This design comes from an exercise in tuning for small area, a short achievable clock period and few clock cycles per item on the open sky130 flow, not from production work. Only simulation tests tie the RTL to the original design; equivalence was not proved.

==> delta: inputs <==
==> flow/design.v <==
module wd0_core (
    input  wire        clk,
    input  wire        rst,
    input  wire        cmd_valid,
    output wire        cmd_ready,
    input  wire [1:0]  cmd_op,
    input  wire [7:0]  cmd_addr,
    input  wire [15:0] cmd_data,
    output wire        rsp_valid,
    output wire [7:0]  rsp_res,
    output wire [7:0]  rsp_rdata,
    output wire [7:0]  rsp_a,
    output wire [7:0]  rsp_x,
    output wire [7:0]  rsp_y,
    output wire [7:0]  rsp_sp,
    output wire [7:0]  rsp_p,
    output wire [15:0] rsp_pc
);
    localparam [1:0] CMD_EXEC   = 2'd0;
    localparam [1:0] CMD_MEM_WR = 2'd1;
    localparam [1:0] CMD_MEM_RD = 2'd2;
    localparam [1:0] CMD_REG_WR = 2'd3;
    localparam [5:0] OP_LDA = 6'd0,  OP_LDX = 6'd1,  OP_LDY = 6'd2;
    localparam [5:0] OP_STA = 6'd3,  OP_STX = 6'd4,  OP_STY = 6'd5;
    localparam [5:0] OP_TAX = 6'd6,  OP_TAY = 6'd7,  OP_TXA = 6'd8;
    localparam [5:0] OP_TYA = 6'd9,  OP_TSX = 6'd10, OP_TXS = 6'd11;
    localparam [5:0] OP_PHA = 6'd12, OP_PHP = 6'd13, OP_PLA = 6'd14;
    localparam [5:0] OP_PLP = 6'd15, OP_AND = 6'd16, OP_EOR = 6'd17;
    localparam [5:0] OP_ORA = 6'd18, OP_BIT = 6'd19, OP_INC = 6'd20;
    localparam [5:0] OP_INX = 6'd21, OP_INY = 6'd22, OP_DEX = 6'd23;
    localparam [5:0] OP_DEY = 6'd24, OP_ASL = 6'd25, OP_LSR = 6'd26;
    localparam [5:0] OP_ROL = 6'd27, OP_ROR = 6'd28, OP_CLC = 6'd29;
    localparam [5:0] OP_CLD = 6'd30, OP_CLI = 6'd31, OP_CLV = 6'd32;
    localparam [5:0] OP_SEC = 6'd33, OP_SED = 6'd34, OP_SEI = 6'd35;
    localparam [5:0] OP_NOP = 6'd36;
    localparam [5:0] OP_FIRST_UNIMPL = 6'd37;
    localparam FC = 0, FZ = 1, FI = 2, FD = 3, FB = 4, FV = 6, FN = 7;
    reg [7:0]  a_q, x_q, y_q, sp_q, p_q;
    reg [15:0] pc_q;
    reg        rsp_valid_q;
    reg [7:0]  res_q;
    reg [7:0]  rdata_q;
    assign cmd_ready = 1'b1;
    wire fire = cmd_valid;
    reg  [7:0]  fsp_q;                  
    reg         r_v;                    
    reg  [1:0]  r_cop;
    reg  [15:0] r_data;
    reg  [2:0]  r_sel;
    reg  [7:0]  r_maddr;
    wire [7:0] x_n_e;                   
    wire [5:0] c_op = cmd_data[15:10];
    wire       c_exec = (cmd_op == CMD_EXEC);
    wire       c_push = c_exec && (c_op == OP_PHA || c_op == OP_PHP);
    wire       c_pop  = c_exec && (c_op == OP_PLA || c_op == OP_PLP);
    wire       c_spwr = (cmd_op == CMD_REG_WR) && (cmd_addr[2:0] == 3'd3);
    wire       r_txs  = r_v && (r_cop == CMD_EXEC) && (r_data[15:10] == OP_TXS);
    wire [7:0] base   = r_txs ? x_n_e : fsp_q;
    wire [7:0] base_m = r_txs ? x_n_e - 8'd1 : fsp_q - 8'd1;
    reg [7:0] c_maddr;
    always @(*) begin
        if (cmd_op == CMD_MEM_WR || cmd_op == CMD_MEM_RD)
            c_maddr = cmd_addr;
        else if (c_push)
            c_maddr = base;
        else if (c_pop)
            c_maddr = base_m;
        else
            c_maddr = cmd_data[7:0];
    end
    always @(posedge clk) begin
        if (fire) begin
            if (c_spwr)      fsp_q <= cmd_data[7:0];
            else if (c_push) fsp_q <= base + 8'd1;
            else if (c_pop)  fsp_q <= base_m;
            else             fsp_q <= base;
        end else begin
            fsp_q <= base;
        end
    end
    reg r_rsp, e_rsp;
    always @(posedge clk) begin
        r_v     <= fire;
        r_rsp   <= fire && !rst;
        r_cop   <= cmd_op;
        r_data  <= cmd_data;
        r_sel   <= cmd_addr[2:0];
        r_maddr <= c_maddr;
    end
    reg        e_v;
    reg  [1:0] e_cop;
    reg [15:0] e_data;
    reg  [2:0] e_sel;
    reg  [7:0] e_maddr;
    reg  [7:0] e_rd;
    reg        w_en;
    reg  [7:0] w_addr, w_data;
    wire       e_we;                    
    reg  [7:0] mem_wd;                  
    wire [7:0] l0 [0:255];
    wire [7:0] l1 [0:63];
    wire [7:0] l2 [0:15];
    wire [7:0] l3 [0:3];
    genvar gi;
    generate
        for (gi = 0; gi < 256; gi = gi + 1) begin : row
            reg [7:0] q;
            always @(posedge clk)
                if (w_en && w_addr == gi)
                    q <= w_data;
            assign l0[gi] = q;
        end
        for (gi = 0; gi < 64; gi = gi + 1) begin : rd1
            assign l1[gi] = r_maddr[1] ? (r_maddr[0] ? l0[4*gi+3] : l0[4*gi+2])
                                       : (r_maddr[0] ? l0[4*gi+1] : l0[4*gi]);
        end
        for (gi = 0; gi < 16; gi = gi + 1) begin : rd2
            assign l2[gi] = r_maddr[3] ? (r_maddr[2] ? l1[4*gi+3] : l1[4*gi+2])
                                       : (r_maddr[2] ? l1[4*gi+1] : l1[4*gi]);
        end
        for (gi = 0; gi < 4; gi = gi + 1) begin : rd3
            assign l3[gi] = r_maddr[5] ? (r_maddr[4] ? l2[4*gi+3] : l2[4*gi+2])
                                       : (r_maddr[4] ? l2[4*gi+1] : l2[4*gi]);
        end
    endgenerate
    wire [7:0] arr_rd = r_maddr[7] ? (r_maddr[6] ? l3[3] : l3[2])
                                   : (r_maddr[6] ? l3[1] : l3[0]);
    always @(posedge clk) begin
        e_v     <= r_v;
        e_rsp   <= r_rsp && !rst;
        e_cop   <= r_cop;
        e_data  <= r_data;
        e_sel   <= r_sel;
        e_maddr <= r_maddr;
        if (e_we && e_maddr == r_maddr)
            e_rd <= mem_wd;
        else if (w_en && w_addr == r_maddr)
            e_rd <= w_data;
        else
            e_rd <= arr_rd;
    end
    wire [5:0] op = e_data[15:10];
    wire       t  = e_data[8];
    wire [7:0] v  = e_data[7:0];
    wire [7:0] rd_data = e_rd;
    wire op_unimpl = (op >= OP_FIRST_UNIMPL);
    wire op_imm_or_addr = (op <= OP_STY) || (op == OP_AND) || (op == OP_EOR) ||
                          (op == OP_ORA) || (op == OP_INC);
    wire [7:0] sh_old = t ? a_q : rd_data;
    reg [7:0]  a_n, x_n, y_n, sp_n, p_n;
    reg [15:0] pc_n;
    reg        mem_we;
    reg [7:0]  res_n;
    reg [7:0]  r;
    always @(*) begin
        a_n    = a_q;
        x_n    = x_q;
        y_n    = y_q;
        sp_n   = sp_q;
        p_n    = p_q;
        pc_n   = pc_q;
        mem_we = 1'b0;
        mem_wd = 8'd0;
        res_n  = 8'd0;
        r      = 8'd0;
        case (e_cop)
        CMD_EXEC: begin
            if (op_unimpl) begin
                res_n = {op, 2'b01};
            end else if (op_imm_or_addr && t) begin
                res_n = {op, 2'b10};
            end else begin
                case (op)
                OP_LDA: a_n = v;
                OP_LDX: x_n = v;
                OP_LDY: y_n = v;
                OP_STA: begin mem_we = 1'b1; mem_wd = a_q; end
                OP_STX: begin mem_we = 1'b1; mem_wd = x_q; end
                OP_STY: begin mem_we = 1'b1; mem_wd = y_q; end
                OP_TAX: x_n = a_q;
                OP_TAY: y_n = a_q;
                OP_TXA: a_n = x_q;
                OP_TYA: a_n = y_q;
                OP_TSX: x_n = sp_q;
                OP_TXS: sp_n = x_q;
                OP_PHA: begin
                    mem_we = 1'b1; mem_wd = a_q;
                    sp_n = sp_q + 8'd1;
                end
                OP_PHP: begin
                    mem_we = 1'b1; mem_wd = p_q;
                    sp_n = sp_q + 8'd1;
                end
                OP_PLA: begin sp_n = sp_q - 8'd1; a_n = rd_data; end
                OP_PLP: begin sp_n = sp_q - 8'd1; p_n = rd_data; end
                OP_AND, OP_EOR, OP_ORA: begin
                    if (op == OP_AND)      r = a_q & rd_data;
                    else if (op == OP_EOR) r = a_q ^ rd_data;
                    else                   r = a_q | rd_data;
                    p_n[FN] = r[7];
                    p_n[FZ] = (r == 8'd0);
                end
                OP_BIT: ;
                OP_INC: begin
                    r = rd_data + 8'd1;
                    mem_we = 1'b1; mem_wd = r;
                    p_n[FN] = r[7];
                    p_n[FZ] = (r == 8'd0);
                end
                OP_INX, OP_DEX: begin
                    r = (op == OP_INX) ? x_q + 8'd1 : x_q - 8'd1;
                    x_n = r;
                    p_n[FN] = r[7];
                    p_n[FZ] = (r == 8'd0);
                end
                OP_INY, OP_DEY: begin
                    r = (op == OP_INY) ? y_q + 8'd1 : y_q - 8'd1;
                    y_n = r;
                    p_n[FN] = r[7];
                    p_n[FZ] = (r == 8'd0);
                end
                OP_ASL, OP_LSR, OP_ROL, OP_ROR: begin
                    case (op)
                    OP_ASL, OP_ROL: begin r = {sh_old[6:0], 1'b0};     p_n[FC] = sh_old[7]; end
                    OP_LSR:         begin r = {1'b0, sh_old[7:1]};     p_n[FC] = sh_old[0]; end
                    default:        begin r = {p_q[FC], sh_old[7:1]};  p_n[FC] = sh_old[0]; end
                    endcase
                    if (t) a_n = r;
                    else begin mem_we = 1'b1; mem_wd = r; end
                end
                OP_CLC: p_n[FC] = 1'b0;
                OP_CLD: p_n[FD] = 1'b0;
                OP_CLI: p_n[FI] = 1'b0;
                OP_CLV: p_n[FV] = 1'b0;
                OP_SEC: p_n[FC] = 1'b1;
                OP_SED: p_n[FD] = 1'b1;
                OP_SEI: p_n[FI] = 1'b1;
                default: ;  
                endcase
            end
        end
        CMD_MEM_WR: begin
            mem_we = 1'b1; mem_wd = e_data[7:0];
        end
        CMD_MEM_RD: ;
        default: begin  
            case (e_sel)
            3'd0: a_n  = e_data[7:0];
            3'd1: x_n  = e_data[7:0];
            3'd2: y_n  = e_data[7:0];
            3'd3: sp_n = e_data[7:0];
            3'd4: p_n  = e_data[7:0];
            3'd5: pc_n = e_data;
            default: ;
            endcase
        end
        endcase
    end
    assign e_we  = e_v && mem_we;
    assign x_n_e = e_v ? x_n : x_q;
    always @(posedge clk) begin
        if (e_v) begin
            a_q  <= a_n;
            x_q  <= x_n;
            y_q  <= y_n;
            sp_q <= sp_n;
            p_q  <= p_n;
            pc_q <= pc_n;
            res_q   <= res_n;
            rdata_q <= rd_data;
        end
        w_en   <= e_we;
        w_addr <= e_maddr;
        w_data <= mem_wd;
    end
    always @(posedge clk) begin
        if (rst)
            rsp_valid_q <= 1'b0;
        else
            rsp_valid_q <= e_v && e_rsp;
    end
    assign rsp_valid = rsp_valid_q;
    assign rsp_res   = res_q;
    assign rsp_rdata = rdata_q;
    assign rsp_a     = a_q;
    assign rsp_x     = x_q;
    assign rsp_y     = y_q;
    assign rsp_sp    = sp_q;
    assign rsp_p     = p_q;
    assign rsp_pc    = pc_q;
endmodule
==> flow/run.sh <==
#!/bin/bash
# synth_recipe.tcl (not shown) runs the flow's synth.tcl, then flattens the netlist and writes it again
# the make line also repeats each setting of config.mk as NAME=value (left out here)
make -C /OpenROAD-flow-scripts/flow DESIGN_CONFIG=/design/flow/config.mk WORK_HOME=/design/flow/orfs CLKGATE_MAP_FILE= SYNTH_SCRIPT=/design/flow/synth_recipe.tcl finish
==> flow/config.mk <==
export PLATFORM = sky130hd
export DESIGN_NAME = wd0_core
export DESIGN_NICKNAME = wd0_core
export VERILOG_FILES = /design/flow/design.v
export SDC_FILE = /design/flow/constraint.sdc
export NUM_CORES = 4
export LEC_CHECK = 0
export CAP_MARGIN = 20
export CORE_MARGIN = 2
export CORE_UTILIZATION = 40
export SLEW_MARGIN = 20
export SYNTH_MEMORY_MAX_BITS = 4096
==> flow/constraint.sdc <==
create_clock -name core_clock -period 9.0 [get_ports {clk}]
set_input_delay 1.8000 -clock core_clock [delete_from_list [all_inputs] [get_ports {clk}]]
set_output_delay 1.8000 -clock core_clock [all_outputs]
set_load 0.01 [all_outputs]
==> tundra (differences from delta) <==
==> flow/design.v, changed modules only <==
module wd0_core (
    input  wire        clk,
    input  wire        rst,
    input  wire        cmd_valid,
    output wire        cmd_ready,
    input  wire [1:0]  cmd_op,
    input  wire [7:0]  cmd_addr,
    input  wire [15:0] cmd_data,
    output wire        rsp_valid,
    output wire [7:0]  rsp_res,
    output wire [7:0]  rsp_rdata,
    output wire [7:0]  rsp_a,
    output wire [7:0]  rsp_x,
    output wire [7:0]  rsp_y,
    output wire [7:0]  rsp_sp,
    output wire [7:0]  rsp_p,
    output wire [15:0] rsp_pc
);
    localparam [1:0] CMD_EXEC   = 2'd0;
    localparam [1:0] CMD_MEM_WR = 2'd1;
    localparam [1:0] CMD_MEM_RD = 2'd2;
    localparam [1:0] CMD_REG_WR = 2'd3;
    localparam [5:0] OP_LDA = 6'd0,  OP_LDX = 6'd1,  OP_LDY = 6'd2;
    localparam [5:0] OP_STA = 6'd3,  OP_STX = 6'd4,  OP_STY = 6'd5;
    localparam [5:0] OP_TAX = 6'd6,  OP_TAY = 6'd7,  OP_TXA = 6'd8;
    localparam [5:0] OP_TYA = 6'd9,  OP_TSX = 6'd10, OP_TXS = 6'd11;
    localparam [5:0] OP_PHA = 6'd12, OP_PHP = 6'd13, OP_PLA = 6'd14;
    localparam [5:0] OP_PLP = 6'd15, OP_AND = 6'd16, OP_EOR = 6'd17;
    localparam [5:0] OP_ORA = 6'd18, OP_BIT = 6'd19, OP_INC = 6'd20;
    localparam [5:0] OP_INX = 6'd21, OP_INY = 6'd22, OP_DEX = 6'd23;
    localparam [5:0] OP_DEY = 6'd24, OP_ASL = 6'd25, OP_LSR = 6'd26;
    localparam [5:0] OP_ROL = 6'd27, OP_ROR = 6'd28, OP_CLC = 6'd29;
    localparam [5:0] OP_CLD = 6'd30, OP_CLI = 6'd31, OP_CLV = 6'd32;
    localparam [5:0] OP_SEC = 6'd33, OP_SED = 6'd34, OP_SEI = 6'd35;
    localparam [5:0] OP_NOP = 6'd36;
    localparam [5:0] OP_FIRST_UNIMPL = 6'd37;
    localparam FC = 0, FZ = 1, FI = 2, FD = 3, FB = 4, FV = 6, FN = 7;
    reg [7:0]  mem [0:255];
    reg [7:0]  a_q, x_q, y_q, sp_q, p_q;
    reg [15:0] pc_q;
    reg        rsp_valid_q;
    reg [7:0]  res_q;
    reg [7:0]  rdata_q;
    assign cmd_ready = 1'b1;
    wire fire = cmd_valid && cmd_ready;
    wire [5:0] op = cmd_data[15:10];
    wire       t  = cmd_data[8];
    wire [7:0] v  = cmd_data[7:0];
    wire op_unimpl = (op >= OP_FIRST_UNIMPL);
    wire op_imm_or_addr = (op <= OP_STY) || (op == OP_AND) || (op == OP_EOR) ||
                          (op == OP_ORA) || (op == OP_INC);
    wire op_pop = (op == OP_PLA) || (op == OP_PLP);
    wire [7:0] sp_dec = sp_q - 8'd1;
    reg  [7:0] rd_addr;
    always @(*) begin
        if (cmd_op == CMD_MEM_RD)
            rd_addr = cmd_addr;
        else if (op_pop)
            rd_addr = sp_dec;
        else
            rd_addr = v;
    end
    wire [7:0] rd_data = mem[rd_addr];
    wire [7:0] sh_old = t ? a_q : rd_data;
    reg [7:0]  a_n, x_n, y_n, sp_n, p_n;
    reg [15:0] pc_n;
    reg        mem_we;
    reg [7:0]  mem_wa, mem_wd;
    reg [7:0]  res_n;
    reg [7:0]  r;
    always @(*) begin
        a_n    = a_q;
        x_n    = x_q;
        y_n    = y_q;
        sp_n   = sp_q;
        p_n    = p_q;
        pc_n   = pc_q;
        mem_we = 1'b0;
        mem_wa = v;
        mem_wd = 8'd0;
        res_n  = 8'd0;
        r      = 8'd0;
        case (cmd_op)
        CMD_EXEC: begin
            if (op_unimpl) begin
                res_n = {op, 2'b01};
            end else if (op_imm_or_addr && t) begin
                res_n = {op, 2'b10};
            end else begin
                case (op)
                OP_LDA: a_n = v;
                OP_LDX: x_n = v;
                OP_LDY: y_n = v;
                OP_STA: begin mem_we = 1'b1; mem_wd = a_q; end
                OP_STX: begin mem_we = 1'b1; mem_wd = x_q; end
                OP_STY: begin mem_we = 1'b1; mem_wd = y_q; end
                OP_TAX: x_n = a_q;
                OP_TAY: y_n = a_q;
                OP_TXA: a_n = x_q;
                OP_TYA: a_n = y_q;
                OP_TSX: x_n = sp_q;
                OP_TXS: sp_n = x_q;
                OP_PHA: begin
                    mem_we = 1'b1; mem_wa = sp_q; mem_wd = a_q;
                    sp_n = sp_q + 8'd1;
                end
                OP_PHP: begin
                    mem_we = 1'b1; mem_wa = sp_q; mem_wd = p_q;
                    sp_n = sp_q + 8'd1;
                end
                OP_PLA: begin sp_n = sp_dec; a_n = rd_data; end
                OP_PLP: begin sp_n = sp_dec; p_n = rd_data; end
                OP_AND, OP_EOR, OP_ORA: begin
                    if (op == OP_AND)      r = a_q & rd_data;
                    else if (op == OP_EOR) r = a_q ^ rd_data;
                    else                   r = a_q | rd_data;
                    p_n[FN] = r[7];
                    p_n[FZ] = (r == 8'd0);
                end
                OP_BIT: ;
                OP_INC: begin
                    r = rd_data + 8'd1;
                    mem_we = 1'b1; mem_wd = r;
                    p_n[FN] = r[7];
                    p_n[FZ] = (r == 8'd0);
                end
                OP_INX, OP_DEX: begin
                    r = (op == OP_INX) ? x_q + 8'd1 : x_q - 8'd1;
                    x_n = r;
                    p_n[FN] = r[7];
                    p_n[FZ] = (r == 8'd0);
                end
                OP_INY, OP_DEY: begin
                    r = (op == OP_INY) ? y_q + 8'd1 : y_q - 8'd1;
                    y_n = r;
                    p_n[FN] = r[7];
                    p_n[FZ] = (r == 8'd0);
                end
                OP_ASL, OP_LSR, OP_ROL, OP_ROR: begin
                    case (op)
                    OP_ASL, OP_ROL: begin r = {sh_old[6:0], 1'b0};     p_n[FC] = sh_old[7]; end
                    OP_LSR:         begin r = {1'b0, sh_old[7:1]};     p_n[FC] = sh_old[0]; end
                    default:        begin r = {p_q[FC], sh_old[7:1]};  p_n[FC] = sh_old[0]; end
                    endcase
                    if (t) a_n = r;
                    else begin mem_we = 1'b1; mem_wd = r; end
                end
                OP_CLC: p_n[FC] = 1'b0;
                OP_CLD: p_n[FD] = 1'b0;
                OP_CLI: p_n[FI] = 1'b0;
                OP_CLV: p_n[FV] = 1'b0;
                OP_SEC: p_n[FC] = 1'b1;
                OP_SED: p_n[FD] = 1'b1;
                OP_SEI: p_n[FI] = 1'b1;
                default: ;  
                endcase
            end
        end
        CMD_MEM_WR: begin
            mem_we = 1'b1; mem_wa = cmd_addr; mem_wd = cmd_data[7:0];
        end
        CMD_MEM_RD: ;
        default: begin  
            case (cmd_addr[2:0])
            3'd0: a_n  = cmd_data[7:0];
            3'd1: x_n  = cmd_data[7:0];
            3'd2: y_n  = cmd_data[7:0];
            3'd3: sp_n = cmd_data[7:0];
            3'd4: p_n  = cmd_data[7:0];
            3'd5: pc_n = cmd_data;
            default: ;
            endcase
        end
        endcase
    end
    always @(posedge clk) begin
        if (fire) begin
            a_q  <= a_n;
            x_q  <= x_n;
            y_q  <= y_n;
            sp_q <= sp_n;
            p_q  <= p_n;
            pc_q <= pc_n;
            if (mem_we)
                mem[mem_wa] <= mem_wd;
            res_q   <= res_n;
            rdata_q <= rd_data;
        end
    end
    always @(posedge clk) begin
        if (rst)
            rsp_valid_q <= 1'b0;
        else
            rsp_valid_q <= fire;
    end
    assign rsp_valid = rsp_valid_q;
    assign rsp_res   = res_q;
    assign rsp_rdata = rdata_q;
    assign rsp_a     = a_q;
    assign rsp_x     = x_q;
    assign rsp_y     = y_q;
    assign rsp_sp    = sp_q;
    assign rsp_p     = p_q;
    assign rsp_pc    = pc_q;
endmodule
==> comparison <==
Between tundra and delta, the lower count of clock-buffer cells in the layout is in tundra (gap 35). tundra completed with no timing, DRC or antenna violations. delta passed the timing, design-rule and antenna checks. Via count: tundra is higher than delta (39%). Between delta and tundra, the lower design area is in delta (gap 3.2%, measured against tundra). Of delta and tundra, tundra has the higher first-iteration DRC count (gap about 43%, measured against tundra). Against tundra, the register-to-register slack of delta is better by 2.5 ns.
Testbench counts of delta, summed over its fixed seeds: cycles 24,024, items 24,000.
Testbench counts of tundra, summed over its fixed seeds: cycles 24,008, items 24,000.

==> static timing again, ports no longer ideal <==
In the flow no input, the clock included, has a driving cell. The finished layouts below were timed again as built, in two steps.
Step 1 assumes that a clkbuf_16 drives the clock port and a buf_2 every other input.
Step 2, shift: input delay + t, output delay - t, t = (earliest + latest rising clock arrival at the registers) / 2. This alone moves slack from input paths to output paths.
Three values: no drivers, after step 1, after step 2; two values: the first two.
| run | t (ns) | slack for setup (ns) | worst register clock-pin slew, ns |
|---|---|---|---|
| delta | 0.932 | 4.002 / 4.002 / 4.002 | 0.07 / 0.07 |
| tundra | 0.967 | 0.549 / 0.618 / -0.349 | 0.07 / 0.07 |
Met with ideal ports but missed after step 2: setup timing in tundra. For tundra, which loses most, drivers alone change the setup slack by +0.069 ns; drivers and shift together by -0.898 ns.
